Background: an optimization exercise with open tools, aiming at small area. Do not read the settings as production practice.
The RTL of this run was laid out without a check of its function.
No activity file was given, so power comes from the tool's default toggle rates.

<file path="flow/run.sh">
#!/bin/bash
# synth_recipe.tcl (not shown) runs the flow's synth.tcl, then flattens the netlist and writes it again
# the make line also repeats each setting of config.mk as NAME=value (left out here)
make -C /OpenROAD-flow-scripts/flow DESIGN_CONFIG=/design/flow/config.mk WORK_HOME=/design/flow/orfs CLKGATE_MAP_FILE= SYNTH_SCRIPT=/design/flow/synth_recipe.tcl finish
</file>
<file path="flow/config.mk">
export PLATFORM = sky130hd
export DESIGN_NAME = dxl_decoder
export DESIGN_NICKNAME = dxl_decoder
export VERILOG_FILES = /design/flow/design.v
export SDC_FILE = /design/flow/constraint.sdc
export NUM_CORES = 4
export LEC_CHECK = 0
export CAP_MARGIN = 20
export CORE_MARGIN = 2
export CORE_UTILIZATION = 40
export SLEW_MARGIN = 20
</file>
<file path="flow/constraint.sdc">
create_clock -name core_clock -period 12.0 [get_ports {clk}]
set_input_delay 2.4000 -clock core_clock [delete_from_list [all_inputs] [get_ports {clk}]]
set_output_delay 2.4000 -clock core_clock [all_outputs]
set_load 0.01 [all_outputs]
</file>
<file path="flow/design.v">
module dxl_decoder #(
    parameter TW = 32                      
) (
    input  wire          clk,
    input  wire          rst,              
    input  wire          in_valid,
    input  wire [7:0]    in_byte,
    input  wire [TW-1:0] in_t_start,
    input  wire [TW-1:0] in_t_end,
    output reg           out_valid,
    output reg  [3:0]    out_kind,
    output reg  [3:0]    out_cmd,
    output reg  [TW-1:0] out_t_start,
    output reg  [TW-1:0] out_t_end,
    output reg  [1:0]    out_ptag,
    output reg  [15:0]   out_int,
    output reg  [7:0]    out_b0,
    output reg  [7:0]    out_b1
);
    localparam [2:0] S_HEADER   = 3'd0,
                     S_ADDRESS  = 3'd1,
                     S_LENGTH   = 3'd2,
                     S_COMMAND  = 3'd3,
                     S_RAMADDR  = 3'd4,
                     S_ERRCODE  = 3'd5,
                     S_VALUE    = 3'd6,
                     S_CHECKSUM = 3'd7;
    localparam [3:0] K_HEADER   = 4'd0,
                     K_ADDRESS  = 4'd1,
                     K_LENGTH   = 4'd2,
                     K_COMMAND  = 4'd3,
                     K_RAMADDR  = 4'd4,
                     K_ERRCODE  = 4'd5,
                     K_VALUE    = 4'd6,
                     K_CHECKSUM = 4'd7,
                     K_FRAMEERR = 4'd8;
    localparam [1:0] P_NONE = 2'd0, P_INT = 2'd1, P_BYTES = 2'd2;
    localparam [3:0] C_UNKNOWN   = 4'd0,  C_PING      = 4'd1,  C_READ      = 4'd2,
                     C_WRITE     = 4'd3,  C_REGWRITE  = 4'd4,  C_ACTION    = 4'd5,
                     C_FACTORY   = 4'd6,  C_REBOOT    = 4'd7,  C_CLEAR     = 4'd8,
                     C_STATUS    = 4'd9,  C_SYNCREAD  = 4'd10, C_SYNCWRITE = 4'd11,
                     C_BULKREAD  = 4'd12, C_BULKWRITE = 4'd13;
    reg [2:0]    state;
    reg [31:0]   acc_bytes;           
    reg [2:0]    acc_count;
    reg [2:0]    header_match_index;
    reg [31:0]   field_value;
    reg [15:0]   declared_length;
    reg [16:0]   consumed_length;
    reg [3:0]    current_command;
    reg [TW-1:0] packet_start_time;
    function [7:0] hdr_byte(input [2:0] idx);
        case (idx)
            3'd0: hdr_byte = 8'hFF;
            3'd1: hdr_byte = 8'hFF;
            3'd2: hdr_byte = 8'hFD;
            default: hdr_byte = 8'h00;
        endcase
    endfunction
    function [3:0] decode_command(input [7:0] c);
        case (c)
            8'h01: decode_command = C_PING;
            8'h02: decode_command = C_READ;
            8'h03: decode_command = C_WRITE;
            8'h04: decode_command = C_REGWRITE;
            8'h05: decode_command = C_ACTION;
            8'h06: decode_command = C_FACTORY;
            8'h08: decode_command = C_REBOOT;
            8'h10: decode_command = C_CLEAR;
            8'h55: decode_command = C_STATUS;
            8'h82: decode_command = C_SYNCREAD;
            8'h83: decode_command = C_SYNCWRITE;
            8'h92: decode_command = C_BULKREAD;
            8'h93: decode_command = C_BULKWRITE;
            default: decode_command = C_UNKNOWN;
        endcase
    endfunction
    function [2:0] next_after_command(input [3:0] cmd);
        case (cmd)
            C_PING, C_FACTORY, C_REBOOT, C_CLEAR:          next_after_command = S_CHECKSUM;
            C_STATUS:                                      next_after_command = S_ERRCODE;
            C_UNKNOWN:                                     next_after_command = S_VALUE;
            default:                                       next_after_command = S_RAMADDR;
        endcase
    endfunction
    wire signed [18:0] decl_s = $signed({3'b000, declared_length});
    wire signed [18:0] cons_s = $signed({2'b00, consumed_length});
    wire signed [18:0] remaining = decl_s - cons_s - 19'sd2;
    wire guard_fire = (declared_length != 16'd0) && (cons_s >= decl_s);
    reg signed [18:0] req_n;
    always @* begin
        case (state)
            S_HEADER:                      req_n = 19'sd4;
            S_LENGTH, S_RAMADDR,
            S_CHECKSUM:                    req_n = 19'sd2;
            S_VALUE:                       req_n = (remaining < 19'sd2) ? remaining : 19'sd2;
            default:                       req_n = 19'sd1;    
        endcase
    end
    reg [31:0] nb;
    always @* begin
        nb = (acc_count == 3'd0) ? 32'd0 : acc_bytes;
        case (acc_count[1:0])
            2'd0: nb[7:0]   = in_byte;
            2'd1: nb[15:8]  = in_byte;
            2'd2: nb[23:16] = in_byte;
            default: nb[31:24] = in_byte;
        endcase
    end
    wire [2:0]  new_count  = acc_count + 3'd1;
    wire        acc_done   = $signed({16'd0, new_count}) >= req_n;
    wire [31:0] new_value  = nb;
    wire [TW-1:0] field_start = (acc_count == 3'd0) ? in_t_start : packet_start_time;
    wire [16:0] cons_after = (declared_length != 16'd0) ? consumed_length + {14'd0, new_count}
                                                        : consumed_length;
    wire signed [18:0] cons_after_s = $signed({2'b00, cons_after});
    reg [2:0]    state_n;
    reg [31:0]   acc_bytes_n;
    reg [2:0]    acc_count_n;
    reg [2:0]    hmi_n;
    reg [31:0]   field_value_n;
    reg [15:0]   declared_length_n;
    reg [16:0]   consumed_length_n;
    reg [3:0]    current_command_n;
    reg [TW-1:0] packet_start_time_n;
    task do_accumulate;
        begin
            acc_bytes_n         = nb;
            packet_start_time_n = field_start;
            if (acc_done) begin
                acc_count_n       = 3'd0;
                field_value_n     = new_value;
                consumed_length_n = cons_after;
            end else begin
                acc_count_n       = new_count;
            end
        end
    endtask
    task emit(input [3:0] kind, input [TW-1:0] ts, input [1:0] ptag, input [15:0] ival);
        begin
            out_valid   = 1'b1;
            out_kind    = kind;
            out_t_start = ts;
            out_t_end   = in_t_end;
            out_ptag    = ptag;
            out_int     = ival;
        end
    endtask
    reg [3:0] cmd_dec;
    always @* begin
        state_n             = state;
        acc_bytes_n         = acc_bytes;
        acc_count_n         = acc_count;
        hmi_n               = header_match_index;
        field_value_n       = field_value;
        declared_length_n   = declared_length;
        consumed_length_n   = consumed_length;
        current_command_n   = current_command;
        packet_start_time_n = packet_start_time;
        cmd_dec             = decode_command(in_byte);
        out_valid   = 1'b0;
        out_kind    = 4'd0;
        out_cmd     = 4'd0;
        out_t_start = {TW{1'b0}};
        out_t_end   = {TW{1'b0}};
        out_ptag    = P_NONE;
        out_int     = 16'd0;
        out_b0      = 8'd0;
        out_b1      = 8'd0;
        if (in_valid && !rst) begin
            if (guard_fire) begin
                state_n           = S_HEADER;
                declared_length_n = 16'd0;
                consumed_length_n = 17'd0;
                hmi_n             = 3'd0;
                acc_count_n       = 3'd0;
                acc_bytes_n       = 32'd0;
                emit(K_FRAMEERR, in_t_start, P_NONE, 16'd0);
            end else begin
                case (state)
                    S_HEADER: begin
                        if (in_byte == hdr_byte(header_match_index)) begin
                            hmi_n = header_match_index + 3'd1;
                            do_accumulate;
                            if (acc_done) begin
                                hmi_n   = 3'd0;
                                state_n = S_ADDRESS;
                                emit(K_HEADER, field_start, P_NONE, 16'd0);
                            end
                        end else if (header_match_index != 3'd0) begin
                            declared_length_n = 16'd1;
                            consumed_length_n = 17'd1;
                        end
                    end
                    S_ADDRESS: begin
                        state_n = S_LENGTH;
                        emit(K_ADDRESS, in_t_start, P_INT, {8'd0, in_byte});
                    end
                    S_LENGTH: begin
                        do_accumulate;
                        if (acc_done) begin
                            declared_length_n = new_value[15:0];
                            consumed_length_n = 17'd0;
                            state_n           = S_COMMAND;
                            emit(K_LENGTH, field_start, P_INT, new_value[15:0]);
                        end
                    end
                    S_COMMAND: begin
                        do_accumulate;
                        current_command_n = cmd_dec;
                        state_n           = next_after_command(cmd_dec);
                        emit(K_COMMAND, field_start, P_INT, {8'd0, in_byte});
                        out_cmd = cmd_dec;
                    end
                    S_RAMADDR: begin
                        do_accumulate;
                        if (acc_done) begin
                            state_n = S_VALUE;
                            emit(K_RAMADDR, field_start, P_INT, new_value[15:0]);
                        end
                    end
                    S_ERRCODE: begin
                        do_accumulate;
                        if (decl_s - cons_after_s == 19'sd2)
                            state_n = S_CHECKSUM;
                        else
                            state_n = S_VALUE;
                        emit(K_ERRCODE, field_start, P_INT, {8'd0, in_byte});
                    end
                    S_VALUE: begin
                        do_accumulate;
                        if (acc_done) begin
                            if (cons_after_s == decl_s - 19'sd2)
                                state_n = S_CHECKSUM;
                            emit(K_VALUE, field_start, P_INT, new_value[15:0]);
                        end
                    end
                    default: begin  
                        do_accumulate;
                        if (acc_done) begin
                            declared_length_n = 16'd0;
                            consumed_length_n = 17'd0;
                            state_n           = S_HEADER;
                            emit(K_CHECKSUM, field_start, P_BYTES, 16'd0);
                            out_b0 = nb[15:8];
                            out_b1 = nb[7:0];
                        end
                    end
                endcase
            end
        end
    end
    always @(posedge clk) begin
        if (rst) begin
            state              <= S_HEADER;
            acc_bytes          <= 32'd0;
            acc_count          <= 3'd0;
            header_match_index <= 3'd0;
            field_value        <= 32'd0;
            declared_length    <= 16'd0;
            consumed_length    <= 17'd0;
            current_command    <= C_UNKNOWN;
        end else if (in_valid) begin
            state              <= state_n;
            acc_bytes          <= acc_bytes_n;
            acc_count          <= acc_count_n;
            header_match_index <= hmi_n;
            field_value        <= field_value_n;
            declared_length    <= declared_length_n;
            consumed_length    <= consumed_length_n;
            current_command    <= current_command_n;
        end
    end
    always @(posedge clk) begin
        if (!rst && in_valid)
            packet_start_time <= packet_start_time_n;
    end
endmodule
</file>
==> reports/results.tsv <==
metric	value	unit
outcome	complete, no violations	
Worst-path clk slew	0.07	ns
vias post-DR	8251	
data arrival time of the worst path	7.20	ns
max-slew violation count	0	
CP Launch Point	consumed_length[4]	
Reg2Reg Depth	25	
Filler cells	2003	
Pleak	3.79	nW
largest net degree at the start of global routing	41	
vias in the first global route	7871	
antenna diode count	0	
IO Port Bufs	181	
most common cell after layout, fill and taps aside	clkdlybuf4s50_1	
net count after synthesis	1141	
vias per inst	5.77	
GP Congestion	0.847	
Total GRT Usage	0.233	
GRT busiest layer	met2	
# Post-CTS Setup Buffers	0	
WL per Instance	18.3	um
Sw Share	0.241	
Starting Density	0.409	
Worst Setup Start Kind	flip-flop	
Post-Syn Area per Cell	8.20	um2
Die Height	148	um
fmax	104	MHz
First DRT Iteration DRCs	480	
clk_skew	0.0134	ns
GRT met1 Usage	0.325	
Synth top area share	0.139	
switching power of the nets	160	uW
CP max FO	33	
Die X	148	um
Antenna Nets Post-Route	0	
Rows	52	
combinational share of power	0.081	
Crit Path Class	flip-flop to output port	
Area contributors post-synth	dfxtp_1 14%, edfxtp_1 12%, ha_1 7.2%	
Req. time, crit path	9.60	ns
pwr dens	62.5	nW/um2
Initial DRT Pass Iterations	5	
HPWL Detailed	20100	um
peak supply drop	54.3	uV
# setup viols final	0	
Worst Hold Slack	0.470	ns
hold_sp	header_match_index[0]	
CTS buffer count	9	
commonest cells after routing, fill and taps aside	181 x clkdlybuf4s50_1, 108 x nor2_1, 71 x nand2_1	
core area	20400	um2
reg-to-reg startpoint	consumed_length[4]	
worst reg2reg endpoint	declared_length[8]	
Final min period	9.60	ns
clock sink total	90	
Area growth syn-to-layout	27.1	%
# resized after CTS	0	
P_int	502	uW
clk root buf	clkbuf_16	
Slew @ Worst Pin	1.09	ns
Die Footprint	22000	um2
Yosys warnings	1	
WHS Path Cells	2	
number of flops mapped to enable cells by yosys	32	
grt total ovfl	0	
Seq/Total Area, Yosys	0.255	
CP Capture Type	output port	
final wirelength	26100	um
Tot Pwr	662	uW
Reg2Reg Setup Slack	5.46	ns
WHS Endpoint	header_match_index[0]	
ys flop type	dfxtp_1	
CTS H-tree lvls	3	
initial antenna violation count	0	
Max-Cap Viols	0	
RSZ-0062 raised after global routing	false	
Hold Vio Cnt, Final	0	
layout cells sized above 1	0.0794	
Final Cycle Share	0.800	
ys async rst share	0	
Seq pwr share	0.476	
insertion delay to the later sink of the worst-skew pair	0.36	ns
post-synthesis cell type count	84	
Synth Instances	1016	
nets	1279	
Boundary Pins	182	
met2 Resource Use GR	0.385	
Yosys reg bits	90	
hold buffers post-CTS	0	
area of the mapped netlist	8330	um2
total negative slack	0	ns
largest area contributor in the synthesized netlist	dfxtp_1	
Clk network pwr share	0.443	
Max-slew headroom	0.267	
global-route wire length before repair	41600	um
# DRC	0	
worst hold-check path type	flip-flop to flip-flop	
Clock Path Buffers	2	
GR Layer Usage met3	0.0276	
TritonCTS clock tree	done	
sequential cells by signal (all words and copies together), names as in the netlist:
signal / count
acc_bytes: 16
header_match_index: 3
packet_start_time: 32
acc_count: 3
consumed_length: 17
declared_length: 16
state: 3
worst max-delay path by stage:
| stage | endpoint | cells past startpoint |
|---|---|---|
| 6_report | out_t_start[15] | 25 |
| 5_1_grt | out_t_start[16] | 25 |
| 4_1_cts | out_t_start[23] | 26 |
| 3_5_place_dp | out_t_start[15] | 26 |
| 3_3_place_gp | out_t_start[30] | 25 |
| 2_1_floorplan | out_t_start[14] | 12 |
Yosys cell counts (4+ instances only):
cell       instances
a32o_1            33
a21o_1            13
o21bai_1           5
o211ai_1           4
and2_1            44
or4_1              4
inv_1             40
or3_1             14
nand3b_1           5
o31ai_1            8
and3_1            10
nor2_1           109
buf_2              9
a22o_1             8
mux2i_1           18
a31oi_1            9
nor3_1            28
nor3b_1            9
o21ai_0           41
nand2b_1          17
a22oi_1           28
ha_1              48
nor2b_1            7
clkbuf_1          44
nand2_1           72
dfxtp_1           58
o21a_1            13
o22ai_1           10
o21ai_1            4
nand3_1           21
o2bb2ai_1          8
a21oi_1           48
a211oi_1           8
xnor2_1           34
o221ai_1           7
or2_2              5
nor4_1            15
xor2_1            17
mux2_2            35
edfxtp_1          32
nand4_1           10
logic make-up after synthesis:
group           Yosys count  synth area share
buf+inv                 101            0.0503
simple gates            386             0.237
compound gates          285             0.258
mux                      53            0.0690
xor+xnor                 51            0.0536
flops                    90             0.255
fa+ha+maj                50            0.0769
power by group through the flow:
stage,Combinational [mW],Sequential [mW],Clock (mW)
floorplan,0.0199,0.322,0
global placement,0.0537,0.322,0
detailed placement,0.0533,0.322,0
CTS,0.0535,0.315,0.300
global route,0.0575,0.315,0.311
finish,0.0534,0.315,0.293
per-layer routing:
metal	part of all wire	up-vias
met5	0	-
met4	0.012	0
met3	0.048	19
met2	0.47	218
met1	0.47	3942
li1	-	4072
worst max-delay path, stage by stage, from the launching register on:
cell and delay, ns:
dfxtp_1 0.42, inv_1 0.11, ha_1 0.46, a21o_1 0.26
a21oi_1 0.34, a21oi_1 0.14, o31ai_2 0.26, nand4_2 0.20
mux2_2 0.32, o211a_1 0.24, nor4b_1 0.31, o2111ai_1 0.16
ha_1 0.33, nor2_1 0.14, nand2_1 0.10, o21ai_0 0.16
ha_1 0.25, nand2b_1 0.14, a21o_1 0.17, a21oi_1 0.37
o21ai_0 0.19, a21oi_2 0.13, buf_4 0.28, nand2_2 0.43
a32o_1 0.42, clkdlybuf4s50_1 0.49
stage by stage:
stage / instance area [um2] / utilization / worst slack [ns] / instances
2_1_floorplan: 8330 / - / 3.91 / 1016
6_report: 10600 / 0.520 / 2.40 / 1429
5_1_grt: 10600 / 0.520 / 1.80 / 1429
3_3_place_gp: 10300 / 0.505 / 2.64 / 1413
4_1_cts: 10600 / 0.520 / 2.01 / 1429
3_5_place_dp: 10300 / 0.505 / 2.46 / 1413
final cells by class:
cell class	count	area (um2)	share of cell area
Tap cell	270	338	0.0319
Multi-Input combinational cell	825	5810	0.549
Clock inverter	6	51.3	0.00485
Timing Repair Buffer	188	1860	0.176
Sequential cell	90	2120	0.200
Clock buffer	10	250	0.0236
Inverter	40	150	0.0142

## what the ideal ports hide
The flow's constraints put no driver on any port. The routed layout listed below was extracted and timed again, unchanged, in two steps.
Step 1: set_driving_cell puts a clkbuf_16 on clk and a buf_2 on each other input, an assumption about the parent block.
Step 2, shift: input delay + t, output delay - t, t = (earliest + latest rising clock arrival at the registers) / 2. This alone moves slack from input paths to output paths.
Three values: ideal, step 1, step 2; two values: the first two.
shift t [ns]: 0.393
setup slack, ns: 2.400 / 2.360 / 2.753
hold slack, ns: 0.470 / 0.470 / 0.470
worst register clock-pin slew, ns: 0.07 / 0.07
pins driven straight from the clock port: 1
After both steps setup and hold are still met in this run. The setup slack of this run moves by -0.040 ns with the drivers and by +0.353 ns with both steps.
